This design comes from an exercise in tuning for small area on the open sky130 flow, not from production work. Function was checked by simulation only, so behaviour that the tests miss may differ from the original. Power and IR drop assume default switching activity.

## flow/run.sh

```bash
#!/bin/bash
# The standard layout, with the smallest buffer cell on the port buffers
# (every input and output port still gets its own buffer).
set -euo pipefail
cd "$(dirname "$0")/.."
export BUFFER_PORTS_ARGS="-buffer_cell sky130_fd_sc_hd__buf_1"
bash standard.sh > standard.log 2>&1
```

## standard.sh

```bash
#!/bin/bash
# synth_recipe.tcl (not shown) runs the flow's synth.tcl, then flattens the netlist and writes it again
# the make line also repeats each setting of config.mk as NAME=value (left out here)
make -C /OpenROAD-flow-scripts/flow DESIGN_CONFIG=/design/flow/config.mk WORK_HOME=/design/flow/orfs CLKGATE_MAP_FILE= SYNTH_SCRIPT=/design/flow/synth_recipe.tcl "${@:-finish}"
```

## config.mk

```make
export PLATFORM = sky130hd
export DESIGN_NAME = lima_vm
export DESIGN_NICKNAME = lima_vm
export VERILOG_FILES = /design/flow/design.v
export SDC_FILE = /design/flow/constraint.sdc
export NUM_CORES = 4
export LEC_CHECK = 0
export ABC_AREA = 1
export CAP_MARGIN = 20
export CORE_MARGIN = 2
export CORE_UTILIZATION = 30
export CTS_BUF_LIST = sky130_fd_sc_hd__clkbuf_8
export PLACE_DENSITY = 0.55
export SLEW_MARGIN = 20
```

## constraint.sdc

```tcl
create_clock -name core_clock -period 22.0 [get_ports {clk}]
set_input_delay 4.4000 -clock core_clock [delete_from_list [all_inputs] [get_ports {clk}]]
set_output_delay 4.4000 -clock core_clock [all_outputs]
set_load 0.01 [all_outputs]
```

## design.v

```verilog
module lima_vm (
    input  wire        clk,
    input  wire        rst,           
    input  wire [15:0] entry,         
    output reg         mem_valid,
    output reg         mem_we,
    output wire [15:0] mem_addr,
    output wire [31:0] mem_wdata,
    input  wire        mem_ready,
    input  wire [31:0] mem_rdata,
    output wire        in_req,
    output wire        in_float,
    input  wire        in_valid,
    input  wire        in_fail,
    input  wire [31:0] in_data,
    output wire        out_valid,
    output wire        out_float,
    output wire [31:0] out_data,
    input  wire        out_ready,
    output wire        halted,
    output wire [2:0]  err_code,
    output wire [15:0] ip,
    output wire [3:0]  flags,         
    output wire [31:0] r0,
    output wire [31:0] r1
);
    localparam [2:0] E_OOB = 3'd1, E_OPC = 3'd3, E_REG = 3'd4, E_DIV = 3'd5, E_IO = 3'd6;
    localparam [5:0]
        S_FETCH = 6'd0,  S_DEC  = 6'd1,  S_CHK2 = 6'd2,  S_WR   = 6'd3,
        S_NEXT  = 6'd4,  S_WBR  = 6'd5,  S_RR2  = 6'd6,  S_RDL  = 6'd7,
        S_RDO   = 6'd8,  S_OUT  = 6'd9,  S_IN   = 6'd10, S_HALT = 6'd11,
        S_IRA   = 6'd12, S_IRB  = 6'd13,
        S_IM1   = 6'd14, S_IM2  = 6'd15, S_MUL  = 6'd16, S_IM5  = 6'd17, S_IM8 = 6'd18,
        S_ID1   = 6'd19, S_ID2  = 6'd20, S_ID3  = 6'd21, S_DSH  = 6'd22, S_DT   = 6'd23,
        S_MV    = 6'd24, S_ML   = 6'd25, S_NEG  = 6'd26,
        S_FRA   = 6'd27, S_FRB  = 6'd28, S_FSPEC = 6'd29, S_CLRB = 6'd30,
        S_A1    = 6'd31, S_A2   = 6'd32, S_A3   = 6'd33, S_A4   = 6'd34,
        S_A6    = 6'd35, S_A7   = 6'd36, S_M1   = 6'd37,
        S_V1    = 6'd38, S_V2   = 6'd39, S_V3   = 6'd40, S_V4   = 6'd41, S_V6   = 6'd42,
        S_NORM  = 6'd43, S_RND  = 6'd44, S_POST = 6'd45, S_PACK = 6'd46;
    localparam [1:0] AS_IP = 2'd0, AS_E1 = 2'd1, AS_E2 = 2'd2;
    localparam [2:0] YS_0 = 3'd0, YS_M = 3'd1, YS_MA = 3'd2, YS_MT = 3'd3,
                     YS_IN = 3'd4, YS_R = 3'd5, YS_A = 3'd6, YS_PK = 3'd7;
    localparam [1:0] AO_HOLD = 2'd0, AO_SUM = 2'd1, AO_SHR = 2'd2, AO_SHL = 2'd3;
    localparam [1:0] BO_HOLD = 2'd0, BO_SHR = 2'd1, BO_SHL = 2'd2, BO_OR0 = 2'd3;
    localparam [1:0] SP_NONE = 2'd0, SP_NAN = 2'd1, SP_INF = 2'd2, SP_ZERO = 2'd3;
    reg [5:0]  st;
    reg [15:0] ip_q;
    reg [31:0] x0, x1;
    reg [3:0]  fl;                
    reg [2:0]  err_q;
    reg [5:0]  op;
    reg [1:0]  bb;
    reg [11:0] a1;
    reg [9:0]  a2;
    reg [31:0] A, B;
    reg [9:0]  E;
    reg [4:0]  cnt;
    reg        t_sa, t_sb, t_sw, t_sgn, t_m1;
    reg [1:0]  ca, spec;
    assign halted    = (err_q != 3'd0);
    assign err_code  = err_q;
    assign ip        = ip_q;
    assign flags     = fl;
    assign r0        = x0;
    assign r1        = x1;
    assign mem_wdata = A;
    assign out_data  = A;
    wire [2:0] cls = op[5:3];
    wire [2:0] lo  = op[2:0];
    wire is_m2   = (cls == 3'd0) || (cls == 3'd2);
    wire is_fp   = (cls == 3'd2);
    wire [1:0] aop = lo[1:0] - 2'd1;           
    wire is_io   = (cls == 3'd1) || (cls == 3'd3);
    wire is_in   = is_io && (lo == 3'd1);
    wire is_out  = is_io && (lo == 3'd2);
    wire is_rr   = (cls == 3'd1) && lo[2];
    wire is_mov  = is_rr && (lo == 3'd6);
    wire is_ldst = (cls == 3'd4) && lo[2];
    wire is_load = is_ldst && !lo[0];
    wire is_jmp  = (cls == 3'd4) && !lo[2];
    wire is_iadd = (cls == 3'd0) && (lo == 3'd1);
    wire is_isub = ((cls == 3'd0) && (lo == 3'd2)) || (is_rr && (lo == 3'd5));
    wire is_imul = (cls == 3'd0) && (lo == 3'd3);
    wire is_idiv = (cls == 3'd0) && (lo == 3'd4);
    assign in_float  = op[4];
    assign out_float = op[4];
    wire r_bad      = a1[2:1] != 2'b00;
    wire s_bad      = a2[2:1] != 2'b00;
    wire ea_reg_bad = bb[1] && r_bad;
    wire fw_zero = !(fl[3] || fl[2] || fl[1] || fl[0]);
    wire taken   = (lo == 3'd1) ? fw_zero :
                   (lo == 3'd2) ? (!fl[3] && (fl[2] || fl[1] || fl[0])) :
                                  fl[3];
    function legal_op(input [7:0] o);
        case (o)
            8'h01, 8'h02, 8'h03, 8'h04, 8'h11, 8'h12, 8'h14, 8'h15, 8'h16,
            8'h21, 8'h22, 8'h23, 8'h24, 8'h31, 8'h32,
            8'h41, 8'h42, 8'h43, 8'h44, 8'h45: legal_op = 1'b1;
            default: legal_op = 1'b0;
        endcase
    endfunction
    reg [1:0] asel;
    reg       ea_cin;
    reg       x_hi, x_lo;         
    reg [2:0] ysel;
    reg       inv, cin;
    reg       ridx;
    reg [1:0] a_op;
    reg       jam_a;
    reg [1:0] b_op;
    reg       b_rin, jam_b, b_orv;
    reg       e_we, e_ldk, e_yx, e_inv, e_cin;
    reg [1:0] e_k;
    wire        zext  = is_ldst;
    wire [15:0] rr16  = a1[0] ? x1[15:0] : x0[15:0];
    wire [15:0] ea_x  = (asel == AS_IP) ? ip_q :
                        (!zext && bb == 2'b10) ? 16'd0 :
                        (asel == AS_E1) ? {4'd0, a1} : {6'd0, a2};
    wire [15:0] ea_y  = (asel == AS_IP || zext || bb == 2'b00) ? 16'd0 :
                        (bb == 2'b01) ? x0[15:0] : rr16;
    wire [15:0] ea_out;
    lima_vm_rca #(16) u_ea (.a(ea_x), .b(ea_y), .ci(ea_cin), .s(ea_out), .co());
    wire        ea_oob = (&ea_out[15:2]) && (|ea_out[1:0]);
    assign mem_addr = ea_out;
    wire        r_e0 = ~|mem_rdata[30:23];
    wire        r_e1 = &mem_rdata[30:23];
    wire        r_f0 = ~|mem_rdata[22:0];
    wire        r_nan  = r_e1 && !r_f0;
    wire        r_inf  = r_e1 && r_f0;
    wire        r_zero = r_e0 && r_f0;
    wire [7:0]  expv = r_e0 ? 8'd1 : mem_rdata[30:23];
    wire zAm   = (A[30:1] == 30'd0);
    wire z31   = zAm && !A[0];
    wire zA    = z31 && !A[31];
    wire a_is1 = zAm && A[0] && !A[31];
    wire zB    = (B[30:0] == 31'd0);
    wire e_le0 = E[9] || (E == 10'd0);
    wire e_gt1 = !E[9] && (E > 10'd1);
    wire e_ovf = !E[9] && (E >= 10'd255);
    wire [7:0]  pk_field = (st == S_FSPEC) ? ((spec == SP_ZERO) ? 8'h00 : 8'hFF) :
                           e_ovf ? 8'hFF : (A[23] ? E[7:0] : 8'h00);
    wire        pk_nan   = (st == S_FSPEC) && (spec == SP_NAN);
    wire [31:0] X   = {A[31:23] & {9{x_hi}}, A[22:0] & {23{x_lo}}};
    wire [31:0] rsx = ridx ? x1 : x0;
    reg  [31:0] Yr;
    always @* begin
        case (ysel)
            YS_M:    Yr = mem_rdata;
            YS_MA:   Yr = {1'b0, mem_rdata[30:0]};
            YS_MT:   Yr = {8'd0, !r_e0, mem_rdata[22:0]};
            YS_IN:   Yr = in_data;
            YS_R:    Yr = rsx;
            YS_A:    Yr = A;
            YS_PK:   Yr = {t_sgn, pk_field, pk_nan, 22'd0};
            default: Yr = 32'd0;
        endcase
    end
    wire [32:0] sum;
    lima_vm_rca #(32) u_add (.a(X), .b(Yr ^ {32{inv}}), .ci(cin), .s(sum[31:0]), .co(sum[32]));
    wire        cout = sum[32];
    wire v_add = (A[31] == Yr[31]) && (sum[31] != A[31]);
    wire v_sub = (A[31] != Yr[31]) && (sum[31] != A[31]) && !zA;
    wire c_as  = is_isub ? !cout : sum[31];
    wire v_as  = is_isub ? v_sub : v_add;
    wire       eff_sub = t_sa ^ t_sb;
    wire [1:0] as_big  = t_sw ? AS_E2 : AS_E1;
    wire [1:0] as_sml  = t_sw ? AS_E1 : AS_E2;
    wire a_nan  = (ca == 2'd3);
    wire a_inf  = (ca == 2'd2);
    wire a_zero = (ca == 2'd1);
    wire sbe    = mem_rdata[31] ^ (aop == 2'd1);
    reg  [1:0] sp_new;
    reg        sg_new;
    always @* begin
        sp_new = SP_NONE;
        sg_new = t_sa ^ sbe;
        case (aop)
            2'd0, 2'd1: begin
                if (a_nan || r_nan || (a_inf && r_inf && (t_sa ^ sbe))) sp_new = SP_NAN;
                else if (a_inf || r_inf) sp_new = SP_INF;
                sg_new = a_inf ? t_sa : sbe;
            end
            2'd2: begin
                if (a_nan || r_nan || (a_inf && r_zero) || (a_zero && r_inf)) sp_new = SP_NAN;
                else if (a_inf || r_inf) sp_new = SP_INF;
                else if (a_zero || r_zero) sp_new = SP_ZERO;
            end
            default: begin
                if (a_nan || r_nan || (a_inf && r_inf)) sp_new = SP_NAN;
                else if (a_inf) sp_new = SP_INF;
                else if (r_inf || a_zero) sp_new = SP_ZERO;
            end
        endcase
        if (sp_new == SP_NAN) sg_new = 1'b0;
    end
    wire rnd_inc  = B[31] && (A[0] || !zB);
    wire norm_r   = (A[31:24] != 8'd0) || e_le0;
    wire norm_l   = !A[23] && e_gt1;
    wire cnt_last = (cnt == 5'd0);
    always @* begin
        asel = AS_IP; ea_cin = 1'b0;
        mem_valid = 1'b0; mem_we = 1'b0;
        x_hi = 1'b0; x_lo = 1'b0;
        ysel = YS_0; inv = 1'b0; cin = 1'b0;
        ridx = a2[0];
        a_op = AO_HOLD; jam_a = 1'b0;
        b_op = BO_HOLD; b_rin = 1'b1; jam_b = 1'b0; b_orv = 1'b0;
        e_we = 1'b0; e_ldk = 1'b0; e_k = 2'd0; e_yx = 1'b0; e_inv = 1'b0; e_cin = 1'b0;
        case (st)
            S_FETCH: mem_valid = !ea_oob;
            S_DEC: begin
                if (is_jmp) begin
                    asel   = taken ? AS_E1 : AS_IP;
                    ea_cin = 1'b1;
                end else begin
                    asel = AS_E1;
                end
                ysel = YS_R;
                ridx = (is_rr && !is_mov) ? a1[0] : a2[0];
                a_op = AO_SUM;
            end
            S_CHK2: asel = AS_E2;
            S_IRA, S_RDO: begin
                asel = AS_E1; mem_valid = 1'b1; ysel = YS_M; a_op = AO_SUM;
            end
            S_IRB: begin
                asel = AS_E2; mem_valid = 1'b1; x_hi = 1'b1; x_lo = 1'b1; ysel = YS_M;
                inv = is_isub; cin = is_isub; a_op = AO_SUM;
            end
            S_RR2: begin
                x_hi = 1'b1; x_lo = 1'b1; ysel = YS_R;
                inv = is_isub; cin = is_isub; a_op = AO_SUM;
            end
            S_WBR, S_OUT, S_NEXT: begin
                asel = AS_IP; ea_cin = 1'b1;
            end
            S_RDL: begin
                asel = AS_E2; mem_valid = 1'b1; ysel = YS_M; a_op = AO_SUM;
            end
            S_IN: begin
                asel = AS_E1; ysel = YS_IN; a_op = AO_SUM;
            end
            S_WR: begin
                asel = AS_E1; mem_valid = 1'b1; mem_we = 1'b1;
            end
            S_IM1, S_ID3: begin
                asel = (st == S_IM1) ? AS_E2 : AS_E1; mem_valid = 1'b1; ysel = YS_M;
                inv = mem_rdata[31]; cin = mem_rdata[31]; a_op = AO_SUM;
            end
            S_ID1: begin
                asel = AS_E2; mem_valid = 1'b1; ysel = YS_M; a_op = AO_SUM;
            end
            S_MV: begin
                x_hi = 1'b1; x_lo = 1'b1; a_op = AO_SHR; b_op = BO_SHR;
            end
            S_MUL: begin
                asel = AS_E1; mem_valid = 1'b1; x_hi = 1'b1; x_lo = 1'b1;
                ysel = !B[0] ? YS_0 : is_fp ? YS_MT : YS_M;
                inv = B[0] && !is_fp && mem_rdata[31]; cin = inv;
                a_op = AO_SHR; b_op = BO_SHR;
            end
            S_ML, S_DSH: begin
                x_hi = 1'b1; x_lo = 1'b1; ysel = YS_A; cin = B[31];
                a_op = AO_SUM; b_op = BO_SHL;
            end
            S_DT: begin
                asel = AS_E2; mem_valid = 1'b1; x_hi = 1'b1; x_lo = 1'b1;
                ysel = is_fp ? YS_MT : YS_M;
                inv = is_fp || !mem_rdata[31]; cin = inv;
                a_op = cout ? AO_SUM : AO_HOLD; b_op = BO_OR0; b_orv = cout;
            end
            S_NEG: begin
                ysel = YS_A; inv = 1'b1; cin = 1'b1;
                a_op = (is_fp ? eff_sub : t_sgn) ? AO_SUM : AO_HOLD;
            end
            S_FRA: begin
                asel = AS_E1; mem_valid = 1'b1; ysel = YS_MA; a_op = AO_SUM;
                e_we = 1'b1; e_ldk = 1'b1; e_yx = 1'b1;
                e_k = (aop == 2'd2) ? 2'd1 : (aop == 2'd3) ? 2'd2 : 2'd0;
            end
            S_FRB: begin
                asel = AS_E2; mem_valid = 1'b1; x_hi = 1'b1; x_lo = 1'b1; ysel = YS_MA;
                inv = 1'b1; cin = 1'b1;
                e_we = 1'b1; e_yx = 1'b1; e_inv = (aop != 2'd2); e_cin = (aop != 2'd2);
            end
            S_FSPEC, S_PACK: begin
                x_lo = (st == S_PACK) && !e_ovf; ysel = YS_PK; a_op = AO_SUM;
            end
            S_CLRB: begin
                b_op = BO_SHR; b_rin = 1'b0;
            end
            S_A1, S_V1, S_M1: begin
                asel = (st == S_A1) ? as_sml : (st == S_V1) ? AS_E1 : AS_E2;
                mem_valid = 1'b1; ysel = YS_MT; a_op = AO_SUM;
            end
            S_A2: begin
                x_hi = 1'b1; x_lo = 1'b1; ysel = YS_A; cin = B[31]; a_op = AO_SUM;
            end
            S_A3: if (E != 10'd0) begin
                x_hi = 1'b1; x_lo = 1'b1; a_op = AO_SHR; jam_a = 1'b1;
                e_we = 1'b1; e_inv = !t_sw; e_cin = t_sw;
            end
            S_A4: begin
                asel = as_big; mem_valid = 1'b1; x_hi = 1'b1; x_lo = 1'b1; ysel = YS_MT;
                inv = eff_sub; cin = eff_sub; a_op = AO_SUM;
            end
            S_A7: begin
                asel = as_big; mem_valid = 1'b1;
                e_we = 1'b1; e_ldk = 1'b1; e_k = 2'd3; e_yx = 1'b1;
            end
            S_V2: if (!A[23]) begin
                x_hi = 1'b1; x_lo = 1'b1; ysel = YS_A; cin = B[31]; a_op = AO_SUM;
                e_we = 1'b1; e_inv = 1'b1;
            end
            S_V3: begin
                asel = AS_E2; mem_valid = 1'b1; x_hi = 1'b1; x_lo = 1'b1; ysel = YS_MT;
                inv = 1'b1; cin = 1'b1;
            end
            S_V4: begin
                x_hi = 1'b1; x_lo = 1'b1; a_op = AO_SHR; b_op = BO_SHR;
                e_we = 1'b1; e_cin = 1'b1;
            end
            S_V6: begin
                a_op = AO_SUM; b_op = BO_OR0; b_orv = !zA;
            end
            S_NORM: begin
                x_hi = 1'b1; x_lo = 1'b1;
                if (norm_r) begin
                    a_op = AO_SHR; b_op = BO_SHR; jam_b = 1'b1;
                    e_we = 1'b1; e_cin = 1'b1;
                end else if (norm_l) begin
                    ysel = YS_A; cin = B[31]; a_op = AO_SUM; b_op = BO_SHL;
                    e_we = 1'b1; e_inv = 1'b1;
                end
            end
            S_RND: begin
                x_hi = 1'b1; x_lo = 1'b1; cin = rnd_inc; a_op = AO_SUM;
            end
            S_POST: begin
                x_hi = 1'b1; x_lo = 1'b1;
                if (A[24]) begin
                    a_op = AO_SHR; e_we = 1'b1; e_cin = 1'b1;
                end
            end
            default: ;
        endcase
    end
    assign in_req    = (st == S_IN);
    assign out_valid = (st == S_OUT);
    wire go = !mem_valid || mem_ready;
    wire ok = (st == S_IN) ? in_valid : (st == S_OUT) ? out_ready : go;
    wire [9:0] e_base = e_ldk ? ((e_k == 2'd1) ? 10'h382 : (e_k == 2'd2) ? 10'd150 :
                                 (e_k == 2'd3) ? 10'h3FD : 10'd0) : E;
    wire [9:0] e_sum;
    lima_vm_rca #(10) u_e (.a(e_base), .b((e_yx ? {2'b00, expv} : 10'd0) ^ {10{e_inv}}), .ci(e_cin),
                           .s(e_sum), .co());
    always @(posedge clk) begin
        if (ok && st != S_FETCH && st != S_HALT) begin
            case (a_op)
                AO_SUM:  A <= sum[31:0];
                AO_SHR:  A <= {cout, sum[31:2], sum[1] | (jam_a & sum[0])};
                default: ;
            endcase
            case (b_op)
                BO_SHR:  B <= {b_rin & sum[0], B[31:2], B[1] | (jam_b & B[0])};
                BO_SHL:  B <= {B[30:0], 1'b0};
                BO_OR0:  B[0] <= B[0] | b_orv;
                default: ;
            endcase
            if (e_we) E <= e_sum;
        end
    end
    always @(posedge clk) begin
        if (rst) begin
            st    <= S_FETCH;
            ip_q  <= entry;
            x0    <= 32'd0;
            x1    <= 32'd0;
            fl    <= 4'd0;
            err_q <= 3'd0;
        end else begin
            case (st)
                S_FETCH: begin
                    if (ea_oob) begin
                        err_q <= E_OOB; st <= S_HALT;
                    end else if (mem_ready) begin
                        if (!legal_op(mem_rdata[31:24])) begin
                            err_q <= E_OPC; st <= S_HALT;
                        end else begin
                            op <= {mem_rdata[30:28], mem_rdata[26:24]};
                            bb <= mem_rdata[23:22];
                            a1 <= mem_rdata[21:10];
                            a2 <= mem_rdata[9:0];
                            st <= S_DEC;
                        end
                    end
                end
                S_DEC: begin
                    if (is_jmp) begin
                        if (taken && ea_reg_bad) begin
                            err_q <= E_REG; st <= S_HALT;
                        end else begin
                            ip_q <= ea_out; st <= S_FETCH;
                        end
                    end else if (is_rr) begin
                        if (r_bad || s_bad) begin
                            err_q <= E_REG; st <= S_HALT;
                        end else begin
                            st <= is_mov ? S_WBR : S_RR2;
                        end
                    end else if (is_ldst) begin
                        if (is_load ? r_bad : s_bad) begin
                            err_q <= E_REG; st <= S_HALT;
                        end else begin
                            st <= is_load ? S_RDL : S_WR;
                        end
                    end else if (is_in) begin
                        if (ea_reg_bad) begin
                            err_q <= E_REG; st <= S_HALT;
                        end else begin
                            st <= S_IN;
                        end
                    end else begin
                        if (ea_reg_bad) begin
                            err_q <= E_REG; st <= S_HALT;
                        end else if (ea_oob) begin
                            err_q <= E_OOB; st <= S_HALT;
                        end else begin
                            st <= is_out ? S_RDO : S_CHK2;
                        end
                    end
                end
                S_CHK2: begin
                    if (ea_oob) begin
                        err_q <= E_OOB; st <= S_HALT;
                    end else if (is_fp) begin
                        st <= S_FRA;
                    end else if (is_imul) begin
                        st <= S_IM1;
                    end else if (is_idiv) begin
                        st <= S_ID1;
                    end else begin
                        st <= S_IRA;
                    end
                end
                S_IRA: if (mem_ready) st <= S_IRB;
                S_IRB: if (mem_ready) begin
                    fl[2] <= v_as; fl[0] <= c_as; st <= S_WR;
                end
                S_RR2: begin
                    fl[2] <= v_as; fl[0] <= c_as; st <= S_WBR;
                end
                S_WBR: begin
                    if (a1[0]) x1 <= A; else x0 <= A;
                    if (is_rr && !is_mov) begin
                        fl[3] <= A[31];
                        fl[1] <= zA;
                        if (!is_isub) fl[2] <= fl[2] && !zA;
                    end
                    ip_q <= ea_out;
                    st   <= S_FETCH;
                end
                S_RDL: if (mem_ready) st <= S_WBR;
                S_RDO: if (mem_ready) st <= S_OUT;
                S_OUT: if (out_ready) begin
                    ip_q <= ea_out; st <= S_FETCH;
                end
                S_IN: if (in_valid) begin
                    if (in_fail) begin
                        err_q <= E_IO; st <= S_HALT;
                    end else if (ea_oob) begin
                        err_q <= E_OOB; st <= S_HALT;
                    end else begin
                        st <= S_WR;
                    end
                end
                S_WR: if (mem_ready) begin
                    if (is_m2) begin
                        fl[3] <= A[31] && !(is_fp && z31);
                        fl[1] <= is_fp ? z31 : zA;
                        if (is_fp || is_idiv) begin
                            fl[2] <= 1'b0; fl[0] <= 1'b0;
                        end else if (is_iadd) begin
                            fl[2] <= fl[2] && !zA;
                        end
                    end
                    st <= S_NEXT;
                end
                S_NEXT: begin
                    ip_q <= ea_out; st <= S_FETCH;
                end
                S_IM1: if (mem_ready) begin
                    t_sgn <= mem_rdata[31]; st <= S_IM2;
                end
                S_IM2: begin
                    t_m1 <= t_sgn && a_is1; cnt <= 5'd31; st <= S_MV;
                end
                S_MV: begin
                    cnt <= cnt - 5'd1;
                    if (cnt_last) begin
                        cnt <= is_fp ? 5'd23 : 5'd31;
                        st  <= is_idiv ? S_DSH : S_MUL;
                    end
                end
                S_MUL: if (mem_ready) begin
                    cnt <= cnt - 5'd1;
                    if (cnt_last) begin
                        if (!is_fp) t_sgn <= t_sgn ^ mem_rdata[31];
                        st    <= is_fp ? S_NORM : S_IM5;
                    end
                end
                S_IM5: begin
                    fl[2] <= !zA; fl[0] <= 1'b0; cnt <= 5'd31; st <= S_ML;
                end
                S_ML: begin
                    cnt <= cnt - 5'd1;
                    if (cnt_last) st <= S_NEG;
                end
                S_NEG: st <= is_fp ? S_A6 : is_imul ? S_IM8 : S_WR;
                S_IM8: begin
                    fl[2] <= (fl[2] || (!zA && (A[31] != t_sgn))) && !t_m1;
                    st <= S_WR;
                end
                S_ID1: if (mem_ready) begin
                    t_sgn <= mem_rdata[31]; st <= S_ID2;
                end
                S_ID2: begin
                    if (zA) begin
                        err_q <= E_DIV; st <= S_HALT;
                    end else begin
                        st <= S_ID3;
                    end
                end
                S_ID3: if (mem_ready) begin
                    t_sgn <= t_sgn ^ mem_rdata[31];
                    cnt <= 5'd31; st <= S_MV;
                end
                S_DSH: st <= S_DT;
                S_DT: if (mem_ready) begin
                    cnt <= cnt - 5'd1;
                    if (cnt_last) begin
                        cnt <= 5'd31;
                        st  <= is_fp ? S_V6 : S_ML;
                    end else begin
                        st  <= S_DSH;
                    end
                end
                S_FRA: if (mem_ready) begin
                    t_sa <= mem_rdata[31];
                    ca   <= r_nan ? 2'd3 : r_inf ? 2'd2 : r_zero ? 2'd1 : 2'd0;
                    st   <= S_FRB;
                end
                S_FRB: if (mem_ready) begin
                    if (aop == 2'd3 && r_zero) begin
                        err_q <= E_DIV; st <= S_HALT;
                    end else begin
                        t_sw  <= !cout;
                        t_sb  <= sbe;
                        spec  <= sp_new;
                        t_sgn <= sg_new;
                        cnt   <= 5'd31;
                        if (sp_new != SP_NONE) st <= S_FSPEC;
                        else if (aop == 2'd2)  st <= S_M1;
                        else                   st <= S_CLRB;
                    end
                end
                S_FSPEC: st <= S_WR;
                S_CLRB: begin
                    cnt <= cnt - 5'd1;
                    if (cnt_last) st <= (aop == 2'd3) ? S_V1 : S_A1;
                end
                S_A1: if (mem_ready) begin
                    cnt <= 5'd2; st <= S_A2;
                end
                S_A2: begin
                    cnt <= cnt - 5'd1;
                    if (cnt_last) st <= S_A3;
                end
                S_A3: begin
                    if (E == 10'd0) begin
                        cnt <= 5'd7; st <= S_A4;
                    end
                end
                S_A4: if (mem_ready) begin
                    cnt <= cnt - 5'd1;
                    if (cnt_last) st <= S_NEG;
                end
                S_A6: begin
                    t_sgn <= zA ? (t_sa && t_sb) : (t_sw ? t_sb : t_sa);
                    st <= S_A7;
                end
                S_A7: if (mem_ready) st <= S_NORM;
                S_M1: if (mem_ready) begin
                    cnt <= 5'd31; st <= S_MV;
                end
                S_V1: if (mem_ready) st <= S_V2;
                S_V2: if (A[23]) st <= S_V3;
                S_V3: if (mem_ready) begin
                    if (cout) begin
                        st <= S_V4;
                    end else begin
                        cnt <= 5'd31; st <= S_DSH;
                    end
                end
                S_V4: st <= S_V3;
                S_V6: st <= S_NORM;
                S_NORM: if (!norm_r && !norm_l) st <= S_RND;
                S_RND:  st <= S_POST;
                S_POST: st <= S_PACK;
                S_PACK: st <= S_WR;
                default: st <= S_HALT;
            endcase
        end
    end
endmodule
module lima_vm_rca #(parameter W = 32) (
    input  wire [W-1:0] a,
    input  wire [W-1:0] b,
    input  wire         ci,
    output wire [W-1:0] s,
    output wire         co
);
    wire [W:0] c;
    assign c[0] = ci;
    genvar i;
    generate
        for (i = 0; i < W; i = i + 1) begin : g_bit
            assign s[i]   = a[i] ^ b[i] ^ c[i];
            assign c[i+1] = (a[i] & b[i]) | (c[i] & (a[i] ^ b[i]));
        end
    endgenerate
    assign co = c[W];
endmodule
```

==> impl_metrics.csv, run 1 <==
group,metric,value,unit
cells_and_area,area_delta_synth_final,15.29,%
setup_path,worstSetupEndpointType,"register",
power,total_power,2.135,mW
cts,post_cts_buffers,0,
yosys,yosys.area.top_type_share,26.48,%
sta,finalHoldViolCount,0,
setup_path,worstPathArrival,21.59,ns
cts,cts_htree_levels,2,
yosys,yosysMostFrequentCell,"nand2_1",
cells_and_area,finalInstanceArea,17520,um^2
yosys,ys_seq_elements,211,
hold_path,min_to,"x1[15]",
placed_design,place_area,16690,um^2
yosys,syn_area,15190,um^2
cells_and_area,diodes,0,
detailed_routing,routed_wl,64560,um
global_route,grt_overflow,0,
cts,cts_root_buf,"clkbuf_8",
detailed_routing,vias,15700,
sta,rsz0062_at_grt,"false",
floorplanning,ios,260,
placed_design,post-dp-hpwl,50260,um
cts,cts_buffer_depth,3,
sta,tns,0,ns
yosys,yosysWarnings,1,
setup_path,reg2reg_slack,2.41,ns
sta,relSlewSlack,24.54,%
detailed_routing,vias_per_cell,5.274,
detailed_routing,drtPass1Iterations,6,
yosys,ys.flop_type,"edfxtp_1",
placed_design,gp_congestion,0.9833,
sta,layout_min_cycle_time,21.13,ns
power,cellPowerDensity,121.9,nW/um^2
setup_path,r2r_end,"A[0]",
cells_and_area,finalNetCount,2431,
yosys,ys_seq_area_share,36.63,%
cells_and_area,drive_gt1_share,6.030,%
floorplanning,core_region_area,50070,um^2
setup_path,timing.rr.start,"st[4]",
yosys,synth_fp_nets,2212,
hold_path,holdPathStages,2,
floorplanning,fp.dieW,229.1,um
flow_run,cap_violations,0,
cts,holdBufCountCts,0,
cells_and_area,seq_area,5565,um^2
setup_path,critPathRequiredTime,22.46,ns
yosys,synth_edf_count,134,
cells_and_area,fillerInstances,5519,
sta,fmax,47.33,MHz
power,ir_drop,0.00004969,V
cts,cts-resized-gates,0,
floorplanning,die_area,52460,um^2
detailed_routing,ant_nets,0,
yosys,synth_largest_area_cell,"edfxtp_1",
floorplanning,rows,82,
sta,final.period_utilization,96.05,%
sta,finalMaxSlewViolations,0,
floorplanning,die_y,229.1,um
cts,clkTransAtPathRegs,0.06,ns
setup_path,worst_path_max_delay_cell,"fa_1",
placed_design,portBuffers,259,
setup_path,crit_type,"primary input to register",
cells_and_area,multi_input_area,8152,um^2
global_route,grt_use_total,23.83,%
floorplanning,initial_core_util,30.35,%
hold_path,hp-class,"register to register",
yosys,synthTopCellsByArea,"edfxtp_1 26%, nand2_1 13%, dfxtp_1 10%",
sta,finClkSkew,0.03500,ns
setup_path,slowest_delay,0.55,ns
sta,tightest_slew,1.122,ns
yosys,syn_area_per_cell,7.398,um^2
global_route,antenna_found_initial,1,
sta,setup-violations-final,0,
cts,cts.sinks,211,
setup_path,cpMostUsedCell,"fa_1",
global_route,grt_max_degree,87,
detailed_routing,first_iter_violations,1506,
yosys,synth_common_cells,"506 x nand2_1, 234 x nor2_1, 231 x inv_1",
setup_path,cp-start-kind,"primary input",
run_status,status,"timing/DRC/antenna clean",
power,leakagePower,7.253,nW
global_route,grt_pass1_wl,94420,um
setup_path,critPathMaxFanout,22,
setup_path,r2r_cells,56,
hold_path,min_from,"x1[15]",
global_route,grt_pass1_vias,14490,
yosys,synth_cell_types,58,
cts,tritoncts,"built",
cts,clkLatencyLatePin,0.64,ns
yosys,synth-async-reset-ratio,0,%
detailed_routing,drc_errors,0,
cts,numCtsBuffers,41,
detailed_routing,routedWlPerCell,21.69,um
yosys,synth_cells,2054,
-- state kept, by name, indices dropped and copies added, names as in the netlist, 2 cells and up --
name / flops
A: 32
B: 32
E: 10
a1: 12
a2: 10
bb: 2
ca: 2
cnt: 5
err_q: 3
fl: 4
ip_q: 16
op: 6
spec: 2
st: 6
x0: 32
x1: 32
-- worst max-delay path, delay by kind of cell --
kind                       cells  cell delay [ns]
AOI/OAI and AO/OA              4             0.47
buffers and inverters          6             1.08
xor gates and xnor gates       1             0.23
and+or+nand+nor                3             0.68
adders and majority gates     32            14.71
-- kinds of logic after synthesis --
group / Yosys count / synth area share (%)
adder cells (fa/ha/maj): 72 / 8.696
flip-flops: 211 / 36.63
multiplexers: 2 / 0.1318
buffers and inverters: 359 / 9.947
XOR/XNOR: 46 / 2.651
AND/OR/NAND/NOR: 953 / 26.59
AO/OA/AOI/OAI: 411 / 15.36
-- cell usage in the layout (no fill, tap or decap), types with 5 or more instances in the layout --
cell type  instances
a211oi_1          14
a21oi_1          109
a22oi_1            9
a31oi_1            5
buf_1            259
buf_4             25
clkbuf_8          41
clkinv_1          15
clkinv_2           5
dfxtp_1           77
edfxtp_1         134
fa_1              56
ha_1              16
inv_1            240
inv_2             16
nand2_1          506
nand2_2            9
nand3_1           80
nand3_2           10
nand4_1           32
nor2_1           229
nor2_2            10
nor3_1            37
nor4_1            22
o2111ai_1         14
o211ai_1          20
o21ai_0          206
o221ai_1           6
xnor2_1           11
xor2_1            35
-- per-layer routing --
metal  GRT usage, %  share of wire, %  up-vias
met2          36.63                44      720
met5              0                 0        -
met3          4.395               8.1      102
li1               -                 -     7258
met4          7.265               2.6        0
met1          33.90                45     7621
-- how the worst max path moves through the flow --
stage,from,endpoint,slack [ns],cells after the start
2_1_floorplan,mem_rdata[31],A[0],0.38,44
3_3_place_gp,mem_rdata[31],A[12],0.37,44
3_5_place_dp,mem_rdata[31],A[20],0.17,45
4_1_cts,mem_rdata[31],A[0],0.83,46
5_1_grt,mem_rdata[31],A[0],0.18,46
6_report,mem_rdata[31],A[0],0.87,46
-- power breakdown --
group | internal (mW) | switching (mW) | leakage, nW | total (mW)
clock | 0.224 | 0.196 | 0.459 | 0.420
combinational | 0.327 | 0.745 | 4.93 | 1.07
sequential | 0.528 | 0.115 | 1.86 | 0.643
-- area by class of cell --
class / count / area share (%)
inverters: 249 / 5.335
well taps: 672 / 4.800
multi-input cells: 1484 / 46.53
flip-flops and latches: 211 / 31.77
repair buffers: 286 / 6.849
clock buffers: 41 / 3.221
clock inverters: 34 / 1.493
-- through the flow --
stage               setup WS, ns  util [%]  cells  hold slack, ns
floorplan                 0.3836         -   2054          0.4953
finish                    0.8701     34.99   2977          0.4981
CTS                       0.8349     34.99   2977          0.4952
global placement          0.3748     33.34   2902          0.4771
global route              0.1770     34.99   2977          0.5240
detailed placement        0.1688     33.34   2902          0.4866
==> run 2, diff against run 1 <==
==> run.sh (new file) <==
#!/bin/bash
# synth_recipe.tcl (not shown) runs the flow's synth.tcl, then flattens the netlist and writes it again
# the make line also repeats each setting of config.mk as NAME=value (left out here)
make -C /OpenROAD-flow-scripts/flow DESIGN_CONFIG=/design/flow/config.mk WORK_HOME=/design/flow/orfs CLKGATE_MAP_FILE= SYNTH_SCRIPT=/design/flow/synth_recipe.tcl finish
--- a/config.mk
+++ b/config.mk
@@ -11,3 +11,2 @@
 export CORE_UTILIZATION = 30
-export CTS_BUF_LIST = sky130_fd_sc_hd__clkbuf_8
 export PLACE_DENSITY = 0.55
removed: flow/run.sh
removed: standard.sh
==> run 2 against run 1 <==
Net effect: still clean; register-to-register slack improved by 0.26 ns; critical path depth down 2; die area is the same; sequential power rose by 0.6%; worst setup slack worse by 0.15 ns; count of clock-buffer cells in the layout fell by 6; wire length rose by 3.8%; area after synthesis unchanged; clock skew down 0.015 ns; non-clock buffer count grew 5; largest power group unchanged.
==> impl_metrics.csv, run 2 <==
group,metric,value,unit
setup_path,worst_path_max_delay_cell,"fa_1",
floorplanning,initial_core_util,30.35,%
placed_design,place_area,18330,um^2
cts,cts_root_buf,"clkbuf_16",
setup_path,worstSetupEndpointType,"register",
global_route,grt_pass1_vias,15050,
sta,setup-violations-final,0,
yosys,yosysMostFrequentCell,"nand2_1",
run_status,status,"timing/DRC/antenna clean",
sta,worst_slack,0.7200,ns
setup_path,critPathMaxFanout,32,
cells_and_area,finalInstanceArea,19320,um^2
global_route,grt_use_total,24.96,%
sta,rsz0062_at_grt,"false",
flow_run,cap_violations,0,
global_route,grt_overflow,0,
yosys,synth_largest_area_cell,"edfxtp_1",
power,leakagePower,7.969,nW
placed_design,gp_congestion,0.9770,
detailed_routing,ant_nets,0,
setup_path,slowest_delay,0.55,ns
sta,final.period_utilization,96.73,%
setup_path,timing.rr.start,"st[5]",
hold_path,min_from,"err_q[1]",
yosys,syn_area_per_cell,7.398,um^2
setup_path,cpMostUsedCell,"fa_1",
global_route,antenna_found_initial,2,
sta,layout_min_cycle_time,21.28,ns
cts,cts.sinks,211,
detailed_routing,vias_per_cell,5.235,
floorplanning,die_y,229.1,um
cts,clkLatencyLatePin,0.57,ns
yosys,synth_fp_nets,2212,
yosys,yosys.area.top_type_share,26.48,%
floorplanning,rows,82,
cells_and_area,stdcell_count,2959,
yosys,synth_edf_count,134,
setup_path,cp-start-kind,"primary input",
setup_path,reg2reg_slack,2.67,ns
sta,hold_ws,0.4917,ns
floorplanning,fp.dieW,229.1,um
detailed_routing,routed_wl,67000,um
yosys,ys_seq_area_share,36.63,%
detailed_routing,first_iter_violations,1692,
power,cellPowerDensity,124.0,nW/um^2
sta,tightest_slew,1.021,ns
setup_path,critPathTopFamily,"adder cells",
sta,relSlewSlack,31.32,%
hold_path,min_to,"err_q[1]",
floorplanning,core_region_area,50070,um^2
cells_and_area,final_common_cell,"nand2_1",
yosys,syn_area,15190,um^2
yosys,synth_cell_types,58,
cells_and_area,layout_common_cells,"506 x nand2_1, 259 x clkdlybuf4s50_1, 230 x inv_1, 229 x nor2_1, 206 x o21ai_0",
setup_path,r2r_end,"A[23]",
sta,tns,0,ns
setup_path,crit_type,"primary input to register",
placed_design,post-dp-hpwl,52120,um
yosys,synth_cells,2054,
cts,cts_htree_levels,1,
detailed_routing,drc_errors,0,
cells_and_area,drive_gt1_share,6.083,%
placed_design,portBuffers,259,
floorplanning,die_area,52460,um^2
cts,numCtsBuffers,27,
placed_design,dp_slack,-0.03497,ns
floorplanning,ios,260,
cells_and_area,finalNetCount,2422,
cts,post_cts_buffers,0,
setup_path,r2r_cells,53,
yosys,yosysWarnings,1,
global_route,grt_pass1_wl,99330,um
cells_and_area,fin_util,38.59,%
yosys,ys_seq_elements,211,
sta,fmax,46.99,MHz
yosys,synthTopCellsByArea,"edfxtp_1 26%, nand2_1 13%, dfxtp_1 10%",
power,total_power,2.396,mW
detailed_routing,drtPass1Iterations,6,
detailed_routing,routedWlPerCell,22.64,um
cts,cts_buffer_depth,3,
cells_and_area,area_delta_synth_final,27.17,%
power,ir_drop,0.00005936,V
detailed_routing,vias,15490,
yosys,ys.flop_type,"edfxtp_1",
hold_path,hp-class,"register to register",
hold_path,holdPathStages,2,
setup_path,critPathRequiredTime,22.25,ns
cts,tritoncts,"built",
sta,finClkSkew,0.02024,ns
sta,finalMaxSlewViolations,0,
placed_design,post-place-cells,2906,
cts,clkTransAtPathRegs,0.06,ns
setup_path,worstPathArrival,21.53,ns
yosys,synth_common_cells,"506 x nand2_1, 234 x nor2_1, 231 x inv_1",
global_route,grt_max_degree,87,
sta,finalHoldViolCount,0,
yosys,synth-async-reset-ratio,0,%
setup_path,crit_buf_inv,4,
[run 2: cell count changes in the layout (fill, tap and decap cells not counted), moves of 10 or more]
cell / change
clkbuf_16: +28
clkdlybuf4s50_1: +259
buf_1: -259
clkbuf_8: -36
clkinv_1: -12
inv_1: -10
[run 2: power by group]
group	leakage [nW]	switching (mW)	internal, mW
clock network	0.472	0.196	0.285
logic	5.63	0.757	0.511
registers	1.86	0.118	0.528
total	7.97	1.07	1.32
[run 2: worst max path at each step]
stage | startpoint | to | cells past startpoint
6_report | mem_rdata[31] | A[23] | 44
3_5_place_dp | mem_rdata[31] | A[16] | 44
3_3_place_gp | mem_rdata[31] | A[16] | 44
4_1_cts | mem_rdata[31] | A[27] | 44
2_1_floorplan | mem_rdata[31] | A[0] | 44
5_1_grt | mem_rdata[31] | st[4] | 47
[run 2: cells by family after synthesis]
group	Yosys count	share of synthesized area, %
simple gates	953	26.59
buf+inv	359	9.947
compound gates	411	15.36
fa+ha+maj	72	8.696
xor+xnor	46	2.651
flops	211	36.63
mux	2	0.1318
[run 2: cell type report]
class / count / area (um^2)
Clock inverter: 15 / 171.4
Clock buffer: 35 / 777.0
Sequential cell: 211 / 5565
Antenna cell: 2 / 5.005
Inverter: 249 / 934.6
Tap cell: 672 / 840.8
Timing Repair Buffer: 291 / 2878
Multi-Input combinational cell: 1484 / 8150
Fill cell: 5193 / 30750
[run 2: routing by layer]
metal	global-route usage [%]	vias to the layer above	share of wire [%]
met3	3.897	76	7.8
met5	0	-	0
li1	-	7219	-
met1	36.66	7487	46
met2	38.33	709	44
met4	5.844	0	2.0
[run 2: timing repair]
action,in CTS,in global routing
setup endpoints to repair,0,6
gates resized for setup,0,1
hold buffers,0,0
endpoints found under the hold margin,0,0
[run 2: worst register-to-register path: cells and delay by family (launching register included)]
kind                     cells  cell delay (ns)
AND/OR/NAND/NOR             11             1.82
flip-flops                   1             0.38
adder cells (fa/ha/maj)     33            15.06
XOR/XNOR                     1             0.19
buffers and inverters        8             1.56

-- afterwards: timing with drivers on the ports --
Ports are ideal in the flow. The routed layouts listed here were re-timed in OpenROAD. Step 1 (the two cells are an assumption about what drives the block):
set clk [get_ports {clk}]
set_driving_cell -lib_cell sky130_fd_sc_hd__clkbuf_16 $clk
set_driving_cell -lib_cell sky130_fd_sc_hd__buf_2 [delete_from_list [all_inputs] $clk]
Step 2 times the ports against the registers' clock, not the clock port: input delays grow and output delays shrink by t, the midpoint of the rising clock arrivals with the driver on. Slacks: no drivers / after step 1 / after step 2; pairs: no drivers / after step 1.
run	t (ns)	setup slack, ns	worst setup path after step 2	slew at the worst register clock pin (ns)	pins driven straight from the clock port
run 1	0.669	0.870 / 0.863 / 0.194	input to register	0.07 / 0.07	1
run 2	0.621	0.720 / 0.720 / 0.099	input to register	0.07 / 0.07	1
After both steps every run listed still meets setup and hold. The setup slack of run 1, which loses most, moves by -0.007 ns with the drivers and by -0.676 ns with both steps.
